Source: an optimization exercise on an open RTL-to-GDS flow (aim: small area, a short achievable clock period and few clock cycles per item). Production flows keep margins and buffers that such runs may drop. Only simulation tests tie the RTL to the original design; equivalence was not proved.

==> exp/quartz <==
==> flow/design.v (excerpt) <==
module aes256_core (
    input  wire         clk,
    input  wire         rst,
    input  wire         start,
    input  wire [1:0]   op,
    input  wire [255:0] key,
    input  wire [127:0] din,
    output wire         ready,
    output reg          done,
    output reg          err,
    output reg  [127:0] dout
);
==> module aes256_core, before the edit <==
module aes256_core (
    input  wire         clk,
    input  wire         rst,
    input  wire         start,
    input  wire [1:0]   op,
    input  wire [255:0] key,
    input  wire [127:0] din,
    output wire         ready,
    output reg          done,
    output reg          err,
    output reg  [127:0] dout
);
    function [127:0] sig;
        input [127:0] a;
        sig = {a[63:32], a[95:64], a[127:96], a[31:0]};
    endfunction
    reg [255:0] ks;          
    reg [255:0] ke;          
    reg         kv;          
    reg         wpend;       
    reg         wact;        
    reg         v1, d1, x1;  
    reg [3:0]   c1;          
    reg [127:0] s1;          
    reg [255:0] k1;          
    reg         v2, d2, x2;
    reg [3:0]   c2;
    reg [191:0] m2;          
    reg [47:0]  q2;          
    reg [255:0] k2;
    reg         v3, d3, x3;
    reg [3:0]   c3;
    reg [127:0] u3;          
    reg [31:0]  w3;          
    reg [255:0] k3;
    wire last3 = (c3 == 4'd13);
    wire free3 = !v3 || last3;      
    assign ready = free3 && !wpend && !wact;
    genvar gi;
    wire [127:0] sr;
    wire [191:0] ma;
    wire [47:0]  qa;
    generate
        for (gi = 0; gi < 16; gi = gi + 1) begin : g_a
            assign sr[8*gi+7:8*gi] =
                s1[8*((gi % 4) + 4*(((gi / 4) + (gi % 4)) % 4)) +: 8];
            aes_sbox_a u_sa (.x(sr[8*gi+7:8*gi]), .dec(d1), .m(ma[12*gi+11:12*gi]));
        end
        for (gi = 0; gi < 4; gi = gi + 1) begin : g_ka
            aes_sboxf_a u_ka (.x(k1[224+8*gi+7:224+8*gi]), .m(qa[12*gi+11:12*gi]));
        end
    endgenerate
    wire [127:0] b;
    wire [31:0]  sw;
    generate
        for (gi = 0; gi < 16; gi = gi + 1) begin : g_b
            aes_sbox_b u_sb (.m(m2[12*gi+11:12*gi]), .dec(d2), .y(b[8*gi+7:8*gi]));
        end
        for (gi = 0; gi < 4; gi = gi + 1) begin : g_kb
            aes_sboxf_b u_kb (.m(q2[12*gi+11:12*gi]), .y(sw[8*gi+7:8*gi]));
        end
    endgenerate
    wire [127:0] ub = d2 ? (b ^ sig(k2[255:128])) : b;
    wire [127:0] rk = k3[255:128];
    wire [127:0] ns;
    generate
        for (gi = 0; gi < 4; gi = gi + 1) begin : g_mc
            wire [31:0] pre, mc;
            aes_inv_mixcol_pre u_pre (.c(u3[32*gi+31:32*gi]), .y(pre));
            aes_mixcol u_mc (.c(d3 ? pre : u3[32*gi+31:32*gi]), .y(mc));
            assign ns[32*gi+31:32*gi] = mc ^ (d3 ? 32'h0 : rk[32*gi+31:32*gi]);
        end
    endgenerate
    wire [127:0] res = d3 ? sig(u3) : (u3 ^ rk);
    wire [7:0]  rcon = d3 ? (8'h40 >> c3[3:1]) : (8'h01 << c3[3:1]);
    wire [31:0] t    = c3[0] ? w3 : ({w3[7:0], w3[31:8]} ^ {24'h0, rcon});
    wire [31:0] l0 = k3[31:0], l1 = k3[63:32], l2 = k3[95:64], l3 = k3[127:96];
    wire [31:0] n0 = l0 ^ t;
    wire [31:0] n1 = l1 ^ (d3 ? l0 : n0);
    wire [31:0] n2 = l2 ^ (d3 ? l1 : n1);
    wire [31:0] n3 = l3 ^ (d3 ? l2 : n2);
    wire [255:0] nk = {n3, n2, n1, n0, k3[255:128]};
    wire acc     = start && ready;
    wire blk     = acc && (op != 2'b00);
    wire launch  = blk && kv;
    wire wlaunch = wpend && free3;
    always @(posedge clk) begin
        v2 <= v1; d2 <= d1; x2 <= x1; c2 <= c1;
        m2 <= ma; q2 <= qa; k2 <= k1;
        v3 <= v2; d3 <= d2; x3 <= x2; c3 <= c2;
        u3 <= ub; w3 <= sw; k3 <= k2;
        dout <= res;
        done <= 1'b0;
        err  <= 1'b0;
        if (launch) begin
            v1 <= 1'b1; d1 <= op[1]; x1 <= 1'b0; c1 <= 4'd0;
            s1 <= op[1] ? sig(din ^ ke[255:128]) : (din ^ ks[127:0]);
            k1 <= op[1] ? {ke[127:0], ke[255:128]} : ks;
        end else if (wlaunch) begin
            v1 <= 1'b1; d1 <= 1'b0; x1 <= 1'b1; c1 <= 4'd0;
            k1 <= ks;
        end else begin
            v1 <= v3 && !last3; d1 <= d3; x1 <= x3; c1 <= c3 + 4'd1;
            s1 <= ns;
            k1 <= nk;
        end
        if (acc && op == 2'b00) begin
            ks    <= key;
            kv    <= 1'b1;
            wpend <= 1'b1;
        end
        if (wlaunch) begin
            wpend <= 1'b0;
            wact  <= 1'b1;
        end
        if (blk && !kv) begin
            done <= 1'b1;
            err  <= 1'b1;
        end
        if (v3 && last3) begin
            done <= 1'b1;
            if (x3) begin
                ke   <= k3;
                wact <= 1'b0;
            end
        end
        if (rst) begin
            v1 <= 1'b0; v2 <= 1'b0; v3 <= 1'b0;
            kv <= 1'b0; wpend <= 1'b0; wact <= 1'b0;
            done <= 1'b0;
        end
    end
endmodule
clock: 10.0 ns
lec_check: 0
cap_margin: 20
core_margin: 2
core_utilization: 40
slew_margin: 20
standard.sh (not shown) runs the stock make flow with config.mk's settings and CLKGATE_MAP_FILE= SYNTH_SCRIPT=/design/flow/synth_recipe.tcl, a recipe that flattens the netlist after the stock synthesis.
==> flow/flow/run.sh <==
#!/bin/bash
# Own flow: the standard layout, but synthesis maps with an ABC script
# suited to XOR-heavy logic (flow/abc.script) and skips the full/half adder
# extraction. Everything else (registers, flattening, renaming, all layout
# steps) is the standard flow's.
set -euo pipefail
W=$(pwd)
SYN=$FLOW_HOME/scripts/synth.tcl
# 1) synthesis script: ORFS synth.tcl with the two changes
sed -e 's|^\(\s*\)\[env_var_exists_and_non_empty ADDER_MAP_FILE\] &&|\10 \&\& [env_var_exists_and_non_empty ADDER_MAP_FILE] \&\&|' \
    -e "s|^\(\s*\)log_cmd abc {\*}\$abc_args|\1log_cmd abc -script $W/flow/abc.script {*}[lrange \$abc_args 2 end]|" \
    "$SYN" > "$W/synth_own.tcl"
grep -q '0 && \[env_var_exists_and_non_empty ADDER_MAP_FILE\]' "$W/synth_own.tcl"
grep -q "log_cmd abc -script $W/flow/abc.script" "$W/synth_own.tcl"
sed "s|source \$::env(SCRIPTS_DIR)/synth.tcl|source $W/synth_own.tcl|" synth_recipe.tcl > "$W/synth_recipe_own.tcl"
grep -q "source $W/synth_own.tcl" "$W/synth_recipe_own.tcl"
# 2) the standard layout command with that synthesis script
sed "s|SYNTH_SCRIPT=[^ ]*|SYNTH_SCRIPT=$W/synth_recipe_own.tcl|" standard.sh > "$W/standard_own.sh"
grep -q "SYNTH_SCRIPT=$W/synth_recipe_own.tcl" "$W/standard_own.sh"
bash "$W/standard_own.sh" > "$W/flow_make.log" 2>&1
==> flow/flow/abc.script <==
strash
&get -n
&dch -x
&nf -R 1000
&put
buffer -c
topo
stime -c
upsize -c
dnsize -c
==> exp/tundra: changes against exp/quartz <==
--- a/flow/design.v
+++ b/flow/design.v
@@ -426,10 +426,10 @@
     input  wire [1:0]   op,
     input  wire [255:0] key,
     input  wire [127:0] din,
-    output wire         ready,
+    output reg          ready,
     output reg          done,
     output reg          err,
-    output reg  [127:0] dout
+    output wire [127:0] dout
 );
     function [127:0] sig;
         input [127:0] a;
@@ -445,6 +445,7 @@
     reg [127:0] s1;          
     reg [255:0] k1;          
     reg         v2, d2, x2;
+    reg         z2;          
     reg [3:0]   c2;
     reg [191:0] m2;          
     reg [47:0]  q2;          
@@ -452,11 +453,10 @@
     reg         v3, d3, x3;
     reg [3:0]   c3;
     reg [127:0] u3;          
-    reg [31:0]  w3;          
-    reg [255:0] k3;
+    reg [255:0] k3;          
     wire last3 = (c3 == 4'd13);
-    wire free3 = !v3 || last3;      
-    assign ready = free3 && !wpend && !wact;
+    reg  free3;                     
+    reg  fin2;                      
     genvar gi;
     wire [127:0] sr;
     wire [191:0] ma;
@@ -481,8 +481,23 @@
             aes_sboxf_b u_kb (.m(q2[12*gi+11:12*gi]), .y(sw[8*gi+7:8*gi]));
         end
     endgenerate
-    wire [127:0] ub = d2 ? (b ^ sig(k2[255:128])) : b;
-    wire [127:0] rk = k3[255:128];
+    wire [127:0] rkb = k2[255:128];
+    wire [127:0] bb  = (z2 && d2) ? sig(b) : b;
+    wire [127:0] kb  = z2 ? rkb : d2 ? sig(rkb) : 128'h0;
+    wire [127:0] ub  = bb ^ kb;
+    wire [7:0]  rcon = d2 ? (8'h40 >> c2[3:1]) : (8'h01 << c2[3:1]);
+    wire [31:0] t    = c2[0] ? sw : ({sw[7:0], sw[31:8]} ^ {24'h0, rcon});
+    wire [31:0] l0 = k2[31:0], l1 = k2[63:32], l2 = k2[95:64], l3 = k2[127:96];
+    wire [31:0] p1 = l1 ^ l0;
+    wire [31:0] p2 = d2 ? (l2 ^ l1) : (l2 ^ l1 ^ l0);
+    wire [31:0] p3 = d2 ? (l3 ^ l2) : (l3 ^ l2 ^ l1 ^ l0);
+    wire [31:0] te = d2 ? 32'h0 : t;
+    wire [31:0] n0 = l0 ^ t;
+    wire [31:0] n1 = p1 ^ te;
+    wire [31:0] n2 = p2 ^ te;
+    wire [31:0] n3 = p3 ^ te;
+    wire [255:0] nk = {n3, n2, n1, n0, k2[255:128]};
+    wire [127:0] rk = k3[127:0];    
     wire [127:0] ns;
     generate
         for (gi = 0; gi < 4; gi = gi + 1) begin : g_mc
@@ -492,63 +507,60 @@
             assign ns[32*gi+31:32*gi] = mc ^ (d3 ? 32'h0 : rk[32*gi+31:32*gi]);
         end
     endgenerate
-    wire [127:0] res = d3 ? sig(u3) : (u3 ^ rk);
-    wire [7:0]  rcon = d3 ? (8'h40 >> c3[3:1]) : (8'h01 << c3[3:1]);
-    wire [31:0] t    = c3[0] ? w3 : ({w3[7:0], w3[31:8]} ^ {24'h0, rcon});
-    wire [31:0] l0 = k3[31:0], l1 = k3[63:32], l2 = k3[95:64], l3 = k3[127:96];
-    wire [31:0] n0 = l0 ^ t;
-    wire [31:0] n1 = l1 ^ (d3 ? l0 : n0);
-    wire [31:0] n2 = l2 ^ (d3 ? l1 : n1);
-    wire [31:0] n3 = l3 ^ (d3 ? l2 : n2);
-    wire [255:0] nk = {n3, n2, n1, n0, k3[255:128]};
+    assign dout = u3;
     wire acc     = start && ready;
     wire blk     = acc && (op != 2'b00);
     wire launch  = blk && kv;
     wire wlaunch = wpend && free3;
+    wire ldec    = op[1] && !wpend;
+    wire [127:0] s_new = ldec ? sig(din ^ ke[255:128]) : (din ^ ks[127:0]);
+    wire [255:0] k_new = ldec ? {ke[127:0], ke[255:128]} : ks;
+    wire wpend_n = wlaunch ? 1'b0 : (acc && op == 2'b00) ? 1'b1 : wpend;
+    wire wact_n  = (v2 && z2 && x2) ? 1'b0 : wlaunch ? 1'b1 : wact;
     always @(posedge clk) begin
-        v2 <= v1; d2 <= d1; x2 <= x1; c2 <= c1;
+        v2 <= v1; d2 <= d1; x2 <= x1; c2 <= c1; z2 <= (c1 == 4'd13);
         m2 <= ma; q2 <= qa; k2 <= k1;
         v3 <= v2; d3 <= d2; x3 <= x2; c3 <= c2;
-        u3 <= ub; w3 <= sw; k3 <= k2;
-        dout <= res;
+        free3 <= !v2 || (c2 == 4'd13);
+        fin2  <= v1 && (c1 == 4'd13) && x1;
+        u3 <= ub; k3 <= nk;
         done <= 1'b0;
         err  <= 1'b0;
+        if (free3) begin
+            s1 <= s_new;
+            k1 <= k_new;
+        end else begin
+            s1 <= ns;
+            k1 <= k3;
+        end
         if (launch) begin
             v1 <= 1'b1; d1 <= op[1]; x1 <= 1'b0; c1 <= 4'd0;
-            s1 <= op[1] ? sig(din ^ ke[255:128]) : (din ^ ks[127:0]);
-            k1 <= op[1] ? {ke[127:0], ke[255:128]} : ks;
         end else if (wlaunch) begin
             v1 <= 1'b1; d1 <= 1'b0; x1 <= 1'b1; c1 <= 4'd0;
-            k1 <= ks;
         end else begin
             v1 <= v3 && !last3; d1 <= d3; x1 <= x3; c1 <= c3 + 4'd1;
-            s1 <= ns;
-            k1 <= nk;
         end
+        ready <= !wpend_n && !wact_n && (!v2 || c2 == 4'd13);
         if (acc && op == 2'b00) begin
-            ks    <= key;
-            kv    <= 1'b1;
-            wpend <= 1'b1;
-        end
-        if (wlaunch) begin
-            wpend <= 1'b0;
-            wact  <= 1'b1;
+            ks <= key;
+            kv <= 1'b1;
         end
+        wpend <= wpend_n;
+        wact  <= wact_n;
         if (blk && !kv) begin
             done <= 1'b1;
             err  <= 1'b1;
         end
-        if (v3 && last3) begin
+        if (v2 && z2)
             done <= 1'b1;
-            if (x3) begin
-                ke   <= k3;
-                wact <= 1'b0;
-            end
-        end
+        if (fin2)
+            ke <= k2;
         if (rst) begin
             v1 <= 1'b0; v2 <= 1'b0; v3 <= 1'b0;
+            free3 <= 1'b1; fin2 <= 1'b0;
             kv <= 1'b0; wpend <= 1'b0; wact <= 1'b0;
             done <= 1'b0;
+            ready <= 1'b1;
         end
     end
 endmodule
==> flow/flow/run.sh (replaced) <==
#!/bin/bash
# Own flow: the standard layout (standard.sh) with three changes:
#  - synthesis maps with an ABC script suited to XOR-heavy logic
#    (flow/abc.script) and skips the full/half adder extraction; registers,
#    flattening and renaming are the standard synthesis's;
#  - timing repair aims SETUP_SLACK_MARGIN ns below the clock period;
#  - ports are buffered with a plain buffer cell, and the delay cells are
#    not used as buffers.
set -euo pipefail
W=$(pwd)
MARGIN=6.5
SYN=$FLOW_HOME/scripts/synth.tcl
sed -e 's|^\(\s*\)\[env_var_exists_and_non_empty ADDER_MAP_FILE\] &&|\10 \&\& [env_var_exists_and_non_empty ADDER_MAP_FILE] \&\&|' \
    -e "s|^\(\s*\)log_cmd abc {\*}\$abc_args|\1log_cmd abc -script $W/flow/abc.script {*}[lrange \$abc_args 2 end]|" \
    "$SYN" > "$W/synth_own.tcl"
grep -q '0 && \[env_var_exists_and_non_empty ADDER_MAP_FILE\]' "$W/synth_own.tcl"
grep -q "log_cmd abc -script $W/flow/abc.script" "$W/synth_own.tcl"
sed "s|source \$::env(SCRIPTS_DIR)/synth.tcl|source $W/synth_own.tcl|" synth_recipe.tcl > "$W/synth_recipe_own.tcl"
grep -q "source $W/synth_own.tcl" "$W/synth_recipe_own.tcl"
sed -e "s|SYNTH_SCRIPT=[^ ]*|SYNTH_SCRIPT=$W/synth_recipe_own.tcl|" \
    -e "s|\"\${@:-finish}\"|SETUP_SLACK_MARGIN=$MARGIN \"\${@:-finish}\"|" standard.sh > "$W/standard_own.sh"
grep -q "SYNTH_SCRIPT=$W/synth_recipe_own.tcl" "$W/standard_own.sh"
grep -q "SETUP_SLACK_MARGIN=$MARGIN" "$W/standard_own.sh"
export BUFFER_PORTS_ARGS="-buffer_cell sky130_fd_sc_hd__buf_1"
DLY=""
for c in clkdlybuf4s15_1 clkdlybuf4s15_2 clkdlybuf4s18_1 clkdlybuf4s18_2 clkdlybuf4s25_1 \
         clkdlybuf4s25_2 clkdlybuf4s50_1 clkdlybuf4s50_2 dlygate4sd1_1 dlygate4sd2_1 \
         dlygate4sd3_1 dlymetal6s2s_1 dlymetal6s4s_1 dlymetal6s6s_1; do
  DLY="$DLY sky130_fd_sc_hd__$c"
done
export DONT_USE_CELLS="$DLY"
bash "$W/standard_own.sh" > "$W/flow_make.log" 2>&1
==> flow/flow/abc.script (replaced) <==
strash
&get -n
&dch -x
&nf -R 1000 -p
&put
buffer -c
topo
stime -c
upsize -c
dnsize -c
- CTS_BUF_LIST: default -> sky130_fd_sc_hd__clkbuf_16
- CTS_CLUSTER_DIAMETER: default -> 120
- CTS_CLUSTER_SIZE: default -> 18
==> exp/maple: changes against exp/quartz <==
--- a/flow/design.v
+++ b/flow/design.v
@@ -426,7 +426,7 @@
     input  wire [1:0]   op,
     input  wire [255:0] key,
     input  wire [127:0] din,
-    output wire         ready,
+    output reg          ready,
     output reg          done,
     output reg          err,
     output reg  [127:0] dout
@@ -456,7 +456,6 @@
     reg [255:0] k3;
     wire last3 = (c3 == 4'd13);
     wire free3 = !v3 || last3;      
-    assign ready = free3 && !wpend && !wact;
     genvar gi;
     wire [127:0] sr;
     wire [191:0] ma;
@@ -496,15 +495,24 @@
     wire [7:0]  rcon = d3 ? (8'h40 >> c3[3:1]) : (8'h01 << c3[3:1]);
     wire [31:0] t    = c3[0] ? w3 : ({w3[7:0], w3[31:8]} ^ {24'h0, rcon});
     wire [31:0] l0 = k3[31:0], l1 = k3[63:32], l2 = k3[95:64], l3 = k3[127:96];
+    wire [31:0] p1 = l1 ^ l0;
+    wire [31:0] p2 = d3 ? (l2 ^ l1) : (l2 ^ l1 ^ l0);
+    wire [31:0] p3 = d3 ? (l3 ^ l2) : (l3 ^ l2 ^ l1 ^ l0);
+    wire [31:0] te = d3 ? 32'h0 : t;
     wire [31:0] n0 = l0 ^ t;
-    wire [31:0] n1 = l1 ^ (d3 ? l0 : n0);
-    wire [31:0] n2 = l2 ^ (d3 ? l1 : n1);
-    wire [31:0] n3 = l3 ^ (d3 ? l2 : n2);
+    wire [31:0] n1 = p1 ^ te;
+    wire [31:0] n2 = p2 ^ te;
+    wire [31:0] n3 = p3 ^ te;
     wire [255:0] nk = {n3, n2, n1, n0, k3[255:128]};
     wire acc     = start && ready;
     wire blk     = acc && (op != 2'b00);
     wire launch  = blk && kv;
     wire wlaunch = wpend && free3;
+    wire ldec    = op[1] && !wpend;
+    wire [127:0] s_new = ldec ? sig(din ^ ke[255:128]) : (din ^ ks[127:0]);
+    wire [255:0] k_new = ldec ? {ke[127:0], ke[255:128]} : ks;
+    wire wpend_n = wlaunch ? 1'b0 : (acc && op == 2'b00) ? 1'b1 : wpend;
+    wire wact_n  = (v3 && last3 && x3) ? 1'b0 : wlaunch ? 1'b1 : wact;
     always @(posedge clk) begin
         v2 <= v1; d2 <= d1; x2 <= x1; c2 <= c1;
         m2 <= ma; q2 <= qa; k2 <= k1;
@@ -513,27 +521,27 @@
         dout <= res;
         done <= 1'b0;
         err  <= 1'b0;
+        if (free3) begin
+            s1 <= s_new;
+            k1 <= k_new;
+        end else begin
+            s1 <= ns;
+            k1 <= nk;
+        end
         if (launch) begin
             v1 <= 1'b1; d1 <= op[1]; x1 <= 1'b0; c1 <= 4'd0;
-            s1 <= op[1] ? sig(din ^ ke[255:128]) : (din ^ ks[127:0]);
-            k1 <= op[1] ? {ke[127:0], ke[255:128]} : ks;
         end else if (wlaunch) begin
             v1 <= 1'b1; d1 <= 1'b0; x1 <= 1'b1; c1 <= 4'd0;
-            k1 <= ks;
         end else begin
             v1 <= v3 && !last3; d1 <= d3; x1 <= x3; c1 <= c3 + 4'd1;
-            s1 <= ns;
-            k1 <= nk;
         end
+        ready <= !wpend_n && !wact_n && (!v2 || c2 == 4'd13);
         if (acc && op == 2'b00) begin
-            ks    <= key;
-            kv    <= 1'b1;
-            wpend <= 1'b1;
-        end
-        if (wlaunch) begin
-            wpend <= 1'b0;
-            wact  <= 1'b1;
+            ks <= key;
+            kv <= 1'b1;
         end
+        wpend <= wpend_n;
+        wact  <= wact_n;
         if (blk && !kv) begin
             done <= 1'b1;
             err  <= 1'b1;
@@ -541,14 +549,14 @@
         if (v3 && last3) begin
             done <= 1'b1;
             if (x3) begin
-                ke   <= k3;
-                wact <= 1'b0;
+                ke <= k3;
             end
         end
         if (rst) begin
             v1 <= 1'b0; v2 <= 1'b0; v3 <= 1'b0;
             kv <= 1'b0; wpend <= 1'b0; wact <= 1'b0;
             done <= 1'b0;
+            ready <= 1'b1;
         end
     end
 endmodule
--- a/flow/flow/run.sh
+++ b/flow/flow/run.sh
@@ -15,6 +15,10 @@
 sed "s|source \$::env(SCRIPTS_DIR)/synth.tcl|source $W/synth_own.tcl|" synth_recipe.tcl > "$W/synth_recipe_own.tcl"
 grep -q "source $W/synth_own.tcl" "$W/synth_recipe_own.tcl"
 # 2) the standard layout command with that synthesis script
-sed "s|SYNTH_SCRIPT=[^ ]*|SYNTH_SCRIPT=$W/synth_recipe_own.tcl|" standard.sh > "$W/standard_own.sh"
+# timing repair aims this far below the clock period (ns)
+MARGIN=$(cat "$W/flow/setup_margin")
+sed -e "s|SYNTH_SCRIPT=[^ ]*|SYNTH_SCRIPT=$W/synth_recipe_own.tcl|" \
+    -e "s|\"\${@:-finish}\"|SETUP_SLACK_MARGIN=$MARGIN \"\${@:-finish}\"|" standard.sh > "$W/standard_own.sh"
+grep -q "SETUP_SLACK_MARGIN=$MARGIN" "$W/standard_own.sh"
 grep -q "SYNTH_SCRIPT=$W/synth_recipe_own.tcl" "$W/standard_own.sh"
 bash "$W/standard_own.sh" > "$W/flow_make.log" 2>&1
==> flow/flow/setup_margin (new file) <==
7.0
==> reports/qor.csv <==
stage,metric,value,unit
outcome,outcome,timing/DRC/antenna clean,
timing,Final WS setup,4.83,ns
finish,Layout Utilization,0.468,
synthesis,Area contributors post-synth,"dfxtp_1, xnor2_1, edfxtp_1",
timing,Max Freq,193,MHz
The numbers above come from exp/quartz.

==> reports/qor.csv <==
stage,metric,value,unit
outcome,outcome,timing/DRC/antenna clean,
synthesis,Area contributors post-synth,"dfxtp_1, xnor2_1, edfxtp_1",
finish,Layout Utilization,0.451,
timing,Final WS setup,6.48,ns
routing,via count,66200,
worst_setup_path,Reg2Reg Launch Point,q2[11]$_DFF_P_,
timing,Max Freq,284,MHz
The numbers above come from exp/tundra.

==> reports/qor.csv <==
stage,metric,value,unit
timing,Final WS setup,6.38,ns
finish,Layout Utilization,0.525,
finish,storage element area,44800,um^2
finish,most frequent cells in the layout,"xnor2_1, dfxtp_1, nand2_1, xor2_1, nor2_1",
global_route,met3 Usage GRT,0.0502,
outcome,outcome,timing/DRC/antenna clean,
The numbers above come from exp/maple.

Testbench counts of exp/quartz, summed over its fixed seeds: cycles 12,192, blocks 768.
Testbench counts of exp/tundra, summed over its fixed seeds: cycles 12,152, blocks 768.
Testbench counts of exp/maple, summed over its fixed seeds: cycles 12,192, blocks 768.

## static timing again, ports no longer ideal
Ports are ideal in the flow. The routed layouts listed here were re-timed in OpenROAD. Step 1 sets driving cells, clkbuf_16 on the clock port and buf_2 on the other inputs (assumed; they add their load-dependent delay and slew). Step 2 moves the port delays by t, midway between the first and last clock arrival at a register: inputs arrive t later, outputs are due t later. That takes back most of the time a late clock gives input paths. a / b / c = no drivers / after step 1 / after step 2; a / b = the first two.
| run | t, ns | setup slack, ns | hold slack, ns | worst setup path after step 2 | cell pins on the clock port's net |
|---|---|---|---|---|---|
| exp/quartz | 0.975 | 4.827 / 4.727 / 4.618 | 0.305 / 0.305 / 0.305 | input to register | 1 |
| exp/tundra | 0.881 | 6.485 / 6.424 / 5.756 | 0.314 / 0.314 / 0.314 | input to register | 1 |
| exp/maple | 0.982 | 6.377 / 6.377 / 6.097 | 0.284 / 0.284 / 0.284 | input to register | 1 |
After both steps setup and hold are still met in every run listed. For exp/tundra, which loses most, drivers alone change the setup slack by -0.061 ns; drivers and shift together by -0.729 ns.
